This design comes from an exercise in tuning for small area, a short achievable clock period and few clock cycles on the open sky130 flow, not from production work.
The RTL was checked by simulation tests, not by an equivalence proof against the original design.

$ cat design/flow/design.v
module ctp_crc32_byte (
    input  wire [31:0] crc_in,
    input  wire [7:0]  data,
    output reg  [31:0] crc_out
);
    integer b;
    always @(*) begin
        crc_out = crc_in ^ {24'd0, data};
        for (b = 0; b < 8; b = b + 1) begin
            if (crc_out[0])
                crc_out = (crc_out >> 1) ^ 32'hEDB88320;
            else
                crc_out = crc_out >> 1;
        end
    end
endmodule
module ctp_framer (
    input  wire        clk,
    input  wire        rst_n,
    input  wire        bus_req,
    input  wire        bus_we,
    input  wire [11:0] bus_addr,
    input  wire [1:0]  bus_size,     
    input  wire [31:0] bus_wdata,
    output reg         bus_rvalid,
    output reg  [31:0] bus_rdata,
    output reg         bus_rerr,
    output wire        irq
);
    localparam MAX_PAYLOAD = 128;
    localparam PAY_WORDS   = 32;
    localparam TX_WORDS    = 36;
    localparam RX_WORDS    = 4;
    localparam [31:0] FRAMER_ID = 32'h43545001;
    localparam [2:0] OP_ILLEGAL = 3'd0, OP_ENC_DATA = 3'd1, OP_VERIFY = 3'd2,
                     OP_ENC_ACK = 3'd3, OP_CRC32 = 3'd4;
    localparam [3:0] E_NONE = 4'd0, E_PAYLOAD_TOO_LARGE = 4'd1, E_BUFFER_TOO_SMALL = 4'd2,
                     E_TOO_SHORT = 4'd3, E_WRONG_TYPE = 4'd4, E_INVALID_FLAG = 4'd5,
                     E_CHECKSUM_MISMATCH = 4'd6, E_ILLEGAL_COMMAND = 4'd7;
    localparam [2:0] S_IDLE = 3'd0, S_START = 3'd1, S_HDR = 3'd2, S_HCRC = 3'd3,
                     S_PAY = 3'd4, S_PCRC = 3'd5;
    reg [31:0] pay_mem [0:PAY_WORDS-1];
    reg [31:0] tx_mem  [0:TX_WORDS-1];
    reg [31:0] rx_mem  [0:RX_WORDS-1];
    reg        ctrl_ie;
    reg        st_done;
    reg [3:0]  st_err;
    reg [7:0]  seqnum_r;
    reg [7:0]  window_r;
    reg [15:0] plen_r;
    reg [31:0] tstamp_r;
    reg [15:0] txcap_r;
    reg [15:0] rxlen_r;
    reg [15:0] txlen_r;
    reg [31:0] hcrc_r;
    reg [31:0] pcrc_r;
    reg [4:0]  res_window;
    reg [7:0]  res_seqnum;
    reg [2:0]  state;
    reg [2:0]  op;
    reg [7:0]  idx;
    reg [31:0] crc;
    wire busy = (state != S_IDLE);
    assign irq = ctrl_ie & st_done;
    wire in_regs = (bus_addr < 12'h038);
    wire in_pay  = (bus_addr >= 12'h200) && (bus_addr < 12'h280);
    wire in_tx   = (bus_addr >= 12'h400) && (bus_addr < 12'h490);
    wire in_rx   = (bus_addr >= 12'h800) && (bus_addr < 12'h810);
    wire in_buf  = in_pay | in_tx | in_rx;
    wire reg_size_ok = (bus_size == 2'd2) && (bus_addr[1:0] == 2'b00);
    wire buf_size_ok = (bus_size == 2'd0) ||
                       (bus_size == 2'd1 && bus_addr[0] == 1'b0) ||
                       (bus_size == 2'd2 && bus_addr[1:0] == 2'b00);
    wire busy_ok     = !busy || (in_regs && bus_addr[5:0] <= 6'h08);
    wire bus_ok = ((in_regs && reg_size_ok) || (in_buf && buf_size_ok)) && busy_ok;
    wire host_wr = bus_req && bus_we && bus_ok;
    wire host_rd = bus_req && !bus_we && bus_ok;
    wire [11:0] pay_off = bus_addr - 12'h200;
    wire [11:0] tx_off  = bus_addr - 12'h400;
    wire [11:0] rx_off  = bus_addr - 12'h800;
    wire [5:0]  pay_wi  = pay_off[7:2];
    wire [5:0]  tx_wi   = tx_off[7:2];
    wire [1:0]  rx_wi   = rx_off[3:2];
    wire [1:0]  lane    = bus_addr[1:0];
    reg  [3:0]  host_be;
    always @(*) begin
        case (bus_size)
            2'd0:    host_be = 4'b0001 << lane;
            2'd1:    host_be = 4'b0011 << lane;
            default: host_be = 4'b1111;
        endcase
    end
    wire [31:0] host_wd = bus_wdata << {lane, 3'b000};
    wire soft_rst = host_wr && in_regs && bus_addr[5:0] == 6'h04 && bus_wdata[1];
    wire issue    = host_wr && in_regs && bus_addr[5:0] == 6'h0C;
    reg [2:0] issue_op;
    always @(*) begin
        if (bus_wdata[31:4] != 28'd0)
            issue_op = OP_ILLEGAL;
        else begin
            case (bus_wdata[3:0])
                4'h1:    issue_op = OP_ENC_DATA;
                4'h2:    issue_op = OP_VERIFY;
                4'h3:    issue_op = OP_ENC_ACK;
                4'h4:    issue_op = OP_CRC32;
                default: issue_op = OP_ILLEGAL;
            endcase
        end
    end
    reg [31:0] reg_rdata;
    always @(*) begin
        case (bus_addr[5:2])
            4'h0:    reg_rdata = FRAMER_ID;
            4'h1:    reg_rdata = {31'd0, ctrl_ie};
            4'h2:    reg_rdata = {20'd0, st_err, 6'd0, st_done, busy};
            4'h3:    reg_rdata = 32'd0;
            4'h4:    reg_rdata = {24'd0, seqnum_r};
            4'h5:    reg_rdata = {24'd0, window_r};
            4'h6:    reg_rdata = {16'd0, plen_r};
            4'h7:    reg_rdata = tstamp_r;
            4'h8:    reg_rdata = {16'd0, txcap_r};
            4'h9:    reg_rdata = {16'd0, rxlen_r};
            4'hA:    reg_rdata = {16'd0, txlen_r};
            4'hB:    reg_rdata = hcrc_r;
            4'hC:    reg_rdata = pcrc_r;
            4'hD:    reg_rdata = {16'd0, res_seqnum, 3'd0, res_window};
            default: reg_rdata = 32'd0;
        endcase
    end
    reg [31:0] buf_word;
    always @(*) begin
        if (in_pay)
            buf_word = pay_mem[pay_wi[4:0]];
        else if (in_tx)
            buf_word = tx_mem[tx_wi];
        else
            buf_word = rx_mem[rx_wi];
    end
    wire [31:0] buf_shifted = buf_word >> {lane, 3'b000};
    reg  [31:0] buf_rdata;
    always @(*) begin
        case (bus_size)
            2'd0:    buf_rdata = {24'd0, buf_shifted[7:0]};
            2'd1:    buf_rdata = {16'd0, buf_shifted[15:0]};
            default: buf_rdata = buf_shifted;
        endcase
    end
    always @(posedge clk) begin
        if (!rst_n) begin
            bus_rvalid <= 1'b0;
            bus_rerr   <= 1'b0;
            bus_rdata  <= 32'd0;
        end else begin
            bus_rvalid <= bus_req;
            bus_rerr   <= bus_req && !bus_ok;
            if (host_rd)
                bus_rdata <= in_regs ? reg_rdata : buf_rdata;
            else
                bus_rdata <= 32'd0;
        end
    end
    wire is_encode = (op == OP_ENC_DATA) || (op == OP_ENC_ACK);
    wire [1:0] seg_type = (op == OP_ENC_ACK) ? 2'd2 : 2'd1;
    wire [16:0] total = (plen_r == 16'd0) ? 17'd12 : ({1'b0, plen_r} + 17'd16);
    reg [7:0] enc_hdr_byte;
    always @(*) begin
        case (idx[2:0])
            3'd0: enc_hdr_byte = {seg_type, 1'b0, window_r[4:0]};
            3'd1: enc_hdr_byte = seqnum_r;
            3'd2: enc_hdr_byte = plen_r[15:8];
            3'd3: enc_hdr_byte = plen_r[7:0];
            3'd4: enc_hdr_byte = tstamp_r[31:24];
            3'd5: enc_hdr_byte = tstamp_r[23:16];
            3'd6: enc_hdr_byte = tstamp_r[15:8];
            default: enc_hdr_byte = tstamp_r[7:0];
        endcase
    end
    wire [31:0] rx_hdr_word = rx_mem[{1'b0, idx[2]}];
    wire [7:0]  rx_hdr_byte = rx_hdr_word[{idx[1:0], 3'b000} +: 8];
    wire [7:0]  rx_b0     = rx_mem[0][7:0];
    wire [7:0]  rx_b1     = rx_mem[0][15:8];
    wire [31:0] rx_stored = {rx_mem[2][7:0], rx_mem[2][15:8], rx_mem[2][23:16], rx_mem[2][31:24]};
    wire [31:0] pay_word = pay_mem[idx[6:2]];
    wire [7:0]  pay_byte = pay_word[{idx[1:0], 3'b000} +: 8];
    reg [7:0] crc_byte_in;
    always @(*) begin
        if (state == S_HDR) begin
            if (is_encode)
                crc_byte_in = enc_hdr_byte;
            else
                crc_byte_in = rx_hdr_byte;
            if (idx[2:0] == 3'd0)
                crc_byte_in = crc_byte_in & 8'hDF;     
        end else
            crc_byte_in = pay_byte;
    end
    wire [31:0] crc_next;
    ctp_crc32_byte u_crc (
        .crc_in  (crc),
        .data    (crc_byte_in),
        .crc_out (crc_next)
    );
    wire [31:0] crc_final = ~crc;               
    wire [31:0] crc_next_final = ~crc_next;
    wire [7:0] crc_out_byte = crc_final[{~idx[1:0], 3'b000} +: 8];
    reg        eng_we;
    reg [7:0]  eng_addr;
    reg [7:0]  eng_wd;
    always @(*) begin
        eng_we   = 1'b0;
        eng_addr = 8'd0;
        eng_wd   = 8'd0;
        case (state)
            S_HDR: if (is_encode) begin
                eng_we   = 1'b1;
                eng_addr = {5'd0, idx[2:0]};
                eng_wd   = enc_hdr_byte;
            end
            S_HCRC: begin
                eng_we   = 1'b1;
                eng_addr = 8'd8 + {6'd0, idx[1:0]};
                eng_wd   = crc_out_byte;
            end
            S_PAY: if (is_encode) begin
                eng_we   = 1'b1;
                eng_addr = 8'd12 + idx;
                eng_wd   = pay_byte;
            end
            S_PCRC: begin
                eng_we   = 1'b1;
                eng_addr = 8'd12 + plen_r[7:0] + {6'd0, idx[1:0]};
                eng_wd   = crc_out_byte;
            end
            default: ;
        endcase
    end
    integer k;
    always @(posedge clk) begin
        if (host_wr && in_pay) begin
            for (k = 0; k < 4; k = k + 1)
                if (host_be[k]) pay_mem[pay_wi[4:0]][8*k +: 8] <= host_wd[8*k +: 8];
        end
        if (host_wr && in_rx) begin
            for (k = 0; k < 4; k = k + 1)
                if (host_be[k]) rx_mem[rx_wi][8*k +: 8] <= host_wd[8*k +: 8];
        end
        if (host_wr && in_tx) begin
            for (k = 0; k < 4; k = k + 1)
                if (host_be[k]) tx_mem[tx_wi][8*k +: 8] <= host_wd[8*k +: 8];
        end else if (eng_we && rst_n && !soft_rst) begin
            tx_mem[eng_addr[7:2]][{eng_addr[1:0], 3'b000} +: 8] <= eng_wd;
        end
    end
    always @(posedge clk) begin
        if (!rst_n || soft_rst) begin
            ctrl_ie    <= 1'b0;
            st_done    <= 1'b0;
            st_err     <= E_NONE;
            seqnum_r   <= 8'h00;
            window_r   <= 8'h01;
            plen_r     <= 16'h0000;
            tstamp_r   <= 32'h0;
            txcap_r    <= 16'd144;
            rxlen_r    <= 16'h0000;
            txlen_r    <= 16'h0000;
            hcrc_r     <= 32'h0;
            pcrc_r     <= 32'h0;
            res_window <= 5'd0;
            res_seqnum <= 8'd0;
            state      <= S_IDLE;
            op         <= OP_ILLEGAL;
            idx        <= 8'd0;
            crc        <= 32'hFFFFFFFF;
        end else begin
            if (host_wr && in_regs) begin
                case (bus_addr[5:2])
                    4'h1: ctrl_ie  <= bus_wdata[0];
                    4'h2: if (bus_wdata[1]) st_done <= 1'b0;
                    4'h4: seqnum_r <= bus_wdata[7:0];
                    4'h5: window_r <= bus_wdata[7:0];
                    4'h6: plen_r   <= bus_wdata[15:0];
                    4'h7: tstamp_r <= bus_wdata;
                    4'h8: txcap_r  <= bus_wdata[15:0];
                    4'h9: rxlen_r  <= bus_wdata[15:0];
                    default: ;
                endcase
            end
            if (issue) begin
                op      <= issue_op;
                state   <= S_START;
                st_done <= 1'b0;
                st_err  <= E_NONE;
            end
            case (state)
                S_START: begin
                    idx <= 8'd0;
                    crc <= 32'hFFFFFFFF;
                    case (op)
                        OP_ENC_DATA, OP_ENC_ACK: begin
                            if (plen_r > MAX_PAYLOAD) begin
                                st_err <= E_PAYLOAD_TOO_LARGE; st_done <= 1'b1; state <= S_IDLE;
                            end else if (total > {1'b0, txcap_r}) begin
                                st_err <= E_BUFFER_TOO_SMALL; st_done <= 1'b1; state <= S_IDLE;
                            end else
                                state <= S_HDR;
                        end
                        OP_VERIFY: begin
                            if (rxlen_r < 16'd12) begin
                                st_err <= E_TOO_SHORT; st_done <= 1'b1; state <= S_IDLE;
                            end else if (rx_b0[7:6] != 2'd2) begin
                                st_err <= E_WRONG_TYPE; st_done <= 1'b1; state <= S_IDLE;
                            end else if (rx_b0[5]) begin
                                st_err <= E_INVALID_FLAG; st_done <= 1'b1; state <= S_IDLE;
                            end else
                                state <= S_HDR;
                        end
                        OP_CRC32: begin
                            if (plen_r > MAX_PAYLOAD) begin
                                st_err <= E_PAYLOAD_TOO_LARGE; st_done <= 1'b1; state <= S_IDLE;
                            end else if (plen_r == 16'd0) begin
                                pcrc_r <= 32'd0;
                                st_err <= E_NONE; st_done <= 1'b1; state <= S_IDLE;
                            end else
                                state <= S_PAY;
                        end
                        default: begin
                            st_err <= E_ILLEGAL_COMMAND; st_done <= 1'b1; state <= S_IDLE;
                        end
                    endcase
                end
                S_HDR: begin
                    crc <= crc_next;
                    idx <= idx + 8'd1;
                    if (idx[2:0] == 3'd7) begin
                        idx <= 8'd0;
                        if (is_encode)
                            state <= S_HCRC;
                        else begin
                            hcrc_r <= crc_next_final;
                            if (crc_next_final != rx_stored)
                                st_err <= E_CHECKSUM_MISMATCH;
                            else begin
                                st_err     <= E_NONE;
                                res_window <= rx_b0[4:0];
                                res_seqnum <= rx_b1;
                            end
                            st_done <= 1'b1;
                            state   <= S_IDLE;
                        end
                    end
                end
                S_HCRC: begin
                    idx <= idx + 8'd1;
                    if (idx[1:0] == 2'd3) begin
                        idx    <= 8'd0;
                        hcrc_r <= crc_final;
                        if (plen_r == 16'd0) begin
                            txlen_r <= 16'd12;
                            st_err  <= E_NONE; st_done <= 1'b1; state <= S_IDLE;
                        end else begin
                            crc   <= 32'hFFFFFFFF;
                            state <= S_PAY;
                        end
                    end
                end
                S_PAY: begin
                    crc <= crc_next;
                    idx <= idx + 8'd1;
                    if ({8'd0, idx} == plen_r - 16'd1) begin
                        idx <= 8'd0;
                        if (is_encode)
                            state <= S_PCRC;
                        else begin
                            pcrc_r <= crc_next_final;
                            st_err <= E_NONE; st_done <= 1'b1; state <= S_IDLE;
                        end
                    end
                end
                S_PCRC: begin
                    idx <= idx + 8'd1;
                    if (idx[1:0] == 2'd3) begin
                        idx     <= 8'd0;
                        pcrc_r  <= crc_final;
                        txlen_r <= total[15:0];
                        st_err  <= E_NONE; st_done <= 1'b1; state <= S_IDLE;
                    end
                end
                default: ;
            endcase
        end
    end
endmodule
$ cat design/flow/constraint.sdc
create_clock -name core_clock -period 8.0 [get_ports {clk}]
set_input_delay 1.6000 -clock core_clock [delete_from_list [all_inputs] [get_ports {clk}]]
set_output_delay 1.6000 -clock core_clock [all_outputs]
set_load 0.01 [all_outputs]
$ cat design/flow/run.sh
#!/bin/bash
# synth_recipe.tcl (not shown) runs the flow's synth.tcl, then flattens the netlist and writes it again
# the make line also repeats each setting of config.mk as NAME=value (left out here)
make -C /OpenROAD-flow-scripts/flow DESIGN_CONFIG=/design/flow/config.mk WORK_HOME=/design/flow/orfs CLKGATE_MAP_FILE= SYNTH_SCRIPT=/design/flow/synth_recipe.tcl finish
$ cat design/flow/config.mk
export PLATFORM = sky130hd
export DESIGN_NAME = ctp_framer
export DESIGN_NICKNAME = ctp_framer
export VERILOG_FILES = /design/flow/design.v
export SDC_FILE = /design/flow/constraint.sdc
export NUM_CORES = 4
export LEC_CHECK = 0
export CAP_MARGIN = 20
export CORE_MARGIN = 2
export CORE_UTILIZATION = 40
export SLEW_MARGIN = 20
==> results_dict.tcl <==
set metrics [dict create \
    syn-cell-area_sq_um 116000 \
    drt_first_pass_iters 6 \
    rrSetupSlack_ns 1.35 \
    io_pins 85 \
    worst_slew_pin_slew_ns 1.28 \
    timing.critical_path.required_ns 8.66 \
    setup.worst_path.end "res_seqnum[3]" \
    leakage_uw 0.0408 \
    synth_area_per_cell_sq_um 16.6 \
    average_via_count_per_standard_cell 6.48 \
    unrepaired_setup_endpoints_after_global_routing "false" \
    critPathTopFamily "simple AND/OR/NAND/NOR gates" \
    route.antenna.remaining_nets 0 \
    synth_cells 6998 \
    antenna_found_initial 23 \
    clock.fmax_ghz 0.150 \
    ys_seq_elements 2584 \
    syn_nets 7079 \
    cell_depth_of_the_worst_flop_to_flop_path 17 \
    most_frequent_standard_cell_in_the_layout_excluding_fill_and_tap_cells "edfxtp_1" \
    hold_ws_ns 0.455 \
    cts_setup_buffers 0 \
    setup_violations 0 \
    drt-total-wl_um 406000 \
    grt_overflow 0 \
    path_cells "inv_2 -> nand2_1 -> buf_4 -> a21oi_1 -> nor4_1 -> or4_1 -> a22o_1 -> xor2_2 -> xnor2_4 -> xor2_2 -> xor2_1 -> xor2_1 -> nand4_1 -> nor4_4 -> buf_12 -> mux2i_1 -> nor2_1" \
    crit_fanout 23 \
    tritoncts.num_buffers 282 \
    worstSetupStartpointType "flop" \
    synth-async-reset-ratio 0 \
    finalCritPeriodShare 0.832 \
    cts.reportedPaths.clkPinSlew_ns 0.06 \
    num-nets-final 7312 \
    cts_num_sinks 2584 \
    drv_cap 0 \
    post_route_cells_drive_above_1_share 0.255 \
    synth-edff-count 2304 \
    finClkSkew_ns 0.0710 \
    outcome "timing/DRC/antenna clean" \
    hold_class "reg2reg" \
    timing.final.hold_violations 0 \
    worst_ir_drop_vdd_uv 177 \
    cp_num_buf_inv 3 \
    number_of_remaining_drc_errors 0 \
    clkLatencyLatePin_ns 0.88 \
    tritoncts "yes" \
    clockBufferDepth 4 \
    fin_area_sq_um 132000 \
    ys_warn_count 2 \
    port_buffers 84 \
    power_uw 29400 \
    post-dp-hpwl_um 274000 \
    max_slew_margin 0.142 \
    number_of_gates_resized_after_cts 0 \
    power.density_nw_per_um2 222 \
    grt_pass1_wl_um 559000 \
    groute.usage.overall 0.270 \
    detail_route.wl_per_cell_um 36.1 \
    critical_path.slowest_cell "nor4_1" \
    cts.htree.levels 5 \
    area_delta_synth_final_pct 14.1 \
    clk_root_buffer_cell "clkbuf_16" \
    timing.final.crit_period_ns 6.65 \
    critical_path_class "reg2reg" \
    die_y_extent_um 543 \
    first_global_vias 69400 \
    cp_slowest_stage_delay_ns 1.05 \
    detailedRoute.firstIterationViolations 11900 \
    synthDistinctLibCells 100 \
    gpl_wtd_cong 1.01 \
    postPlaceCellArea_sq_um 123000 \
    post_cts_hold_buffer_count 0 \
    synth.yosys.seq_area_share 0.645 \
    die_area_sq_um 294000 \
    reg2reg_to "res_seqnum[3]" \
    fin_tns_setup_ns 0 \
    cp_data_arrival_time_ns 7.32 \
    mostFrequentLayoutCells "2,304 x edfxtp_1, 864 x mux4_2, 488 x nand2_1" \
    worstSetupPathDepth 17 \
    timing.hold.worst_path_depth 2 \
    endpoint_kind "flop" \
    grt_max_degree 138 \
    initial_standard_cell_utilization_of_the_core 0.402 \
    fp.coreArea_sq_um 288000 \
    routed-via-count 72800 \
    row_count 197 \
    final_max_slew_viol_count 0 \
    die_x_extent_um 543 \
    ys_dominant_reg_cell "edfxtp_1" \
]
==> how the worst min path moves through the flow <==
stage,from,to,slack [ns]
global route,hcrc_r[20],hcrc_r[20],0.47
CTS,hcrc_r[23],hcrc_r[23],0.45
floorplan,st_err[3],st_err[3],0.42
detailed placement,hcrc_r[20],hcrc_r[20],0.45
global placement,hcrc_r[23],hcrc_r[23],0.44
finish,hcrc_r[23],hcrc_r[23],0.45
==> registers in the layout, summed over array words and instances (netlist names), 8 cells and up, named ones only <==
signal and count:
res_seqnum 8, pcrc_r 32, txcap_r 16, seqnum_r 8, rx_mem 128, hcrc_r 32, crc 32, rxlen_r 16
bus_rdata 32, idx 8, pay_mem 1024, tstamp_r 32, window_r 8, plen_r 16, tx_mem 1152, txlen_r 16
==> layer usage <==
metal | track usage | vias up | part of all wire
li1 | - | 28800 | -
met1 | 0.371 | 38000 | 0.39
met2 | 0.405 | 5136 | 0.45
met3 | 0.0687 | 891 | 0.12
met4 | 0.122 | 12 | 0.052
met5 | 0 | - | 0.00027
==> logic make-up after synthesis <==
family,Yosys count,share of synthesized area
DFF,2584,0.645
and+or+nand+nor,1420,0.0540
muxes,1293,0.206
AOI/OAI and AO/OA,926,0.0544
buffers and inverters,600,0.0233
xor gates and xnor gates,144,0.0136
adders and majority gates,31,0.00341
==> cells in the mapped netlist (97+ instances only) <==
master	count	area [sq um]
clkbuf_1	346	1300
mux4_2	864	19500
mux2i_1	378	3780
nor3_1	199	996
buf_1	97	364
o21ai_0	112	561
a21oi_1	235	1180
nor2_1	449	1690
dfxtp_1	280	5610
nand2_1	489	1840
a22oi_1	174	1310
edfxtp_1	2304	69200
==> per-stage QoR <==
stage	utilization	worst slack, ns	cells
after global placement	0.426	0.451	10700
after global routing	0.459	1.20	11200
after floorplan	-	1.28	6998
after CTS	0.458	1.29	11200
final	0.459	1.35	11200
after detailed placement	0.426	0.396	10700
==> report_power, final <==
group          internal (uW)  switching, uW  total (uW)
clock network           7680           5440       13100
logic                    520           1060        1580
registers              14700          0.290       14700
==> tightest hold or removal path, delay by kind of cell, from the launching register on <==
kind            cells  cell delay [ns]
simple gates        1             0.05
compound gates      1             0.05
flops               1             0.31
==> final cells by class <==
type / instances / area [sq um]
Timing Repair Buffer: 489 / 4200
Antenna cell: 10 / 25.0
Clock inverter: 142 / 1610
Multi-Input combinational cell: 3814 / 39300
Tap cell: 3781 / 4730
Fill cell: 24600 / 156000
Sequential cell: 2584 / 74800
Clock buffer: 351 / 7530
Inverter: 60 / 225
Testbench counts, summed over its fixed seeds: cycles 44,711.

==> what the ideal ports hide <==
No port has a modelled driver above. Below, the same layout with a new extraction and two added sets of constraints.
Step 1, drivers: a clkbuf_16 drives clk and a buf_2 each remaining input, both assumed.
Step 2, shift: input delay + t, output delay - t, t = (earliest + latest rising clock arrival at the registers) / 2. This alone moves slack from input paths to output paths.
Slacks: ideal / step 1 / step 2; pairs: ideal / step 1.
t (ns): 0.934
setup slack, ns: 1.347 / 1.347 / 0.495
clock arrival spread, ns: 0.072 / 0.071
worst data-port slew with drivers (ns): 0.21
cell pins on the clock port's net: 1
After both steps setup and hold are still met in this run. The setup slack of this run moves by 0.000 ns with the drivers and by -0.852 ns with both steps.
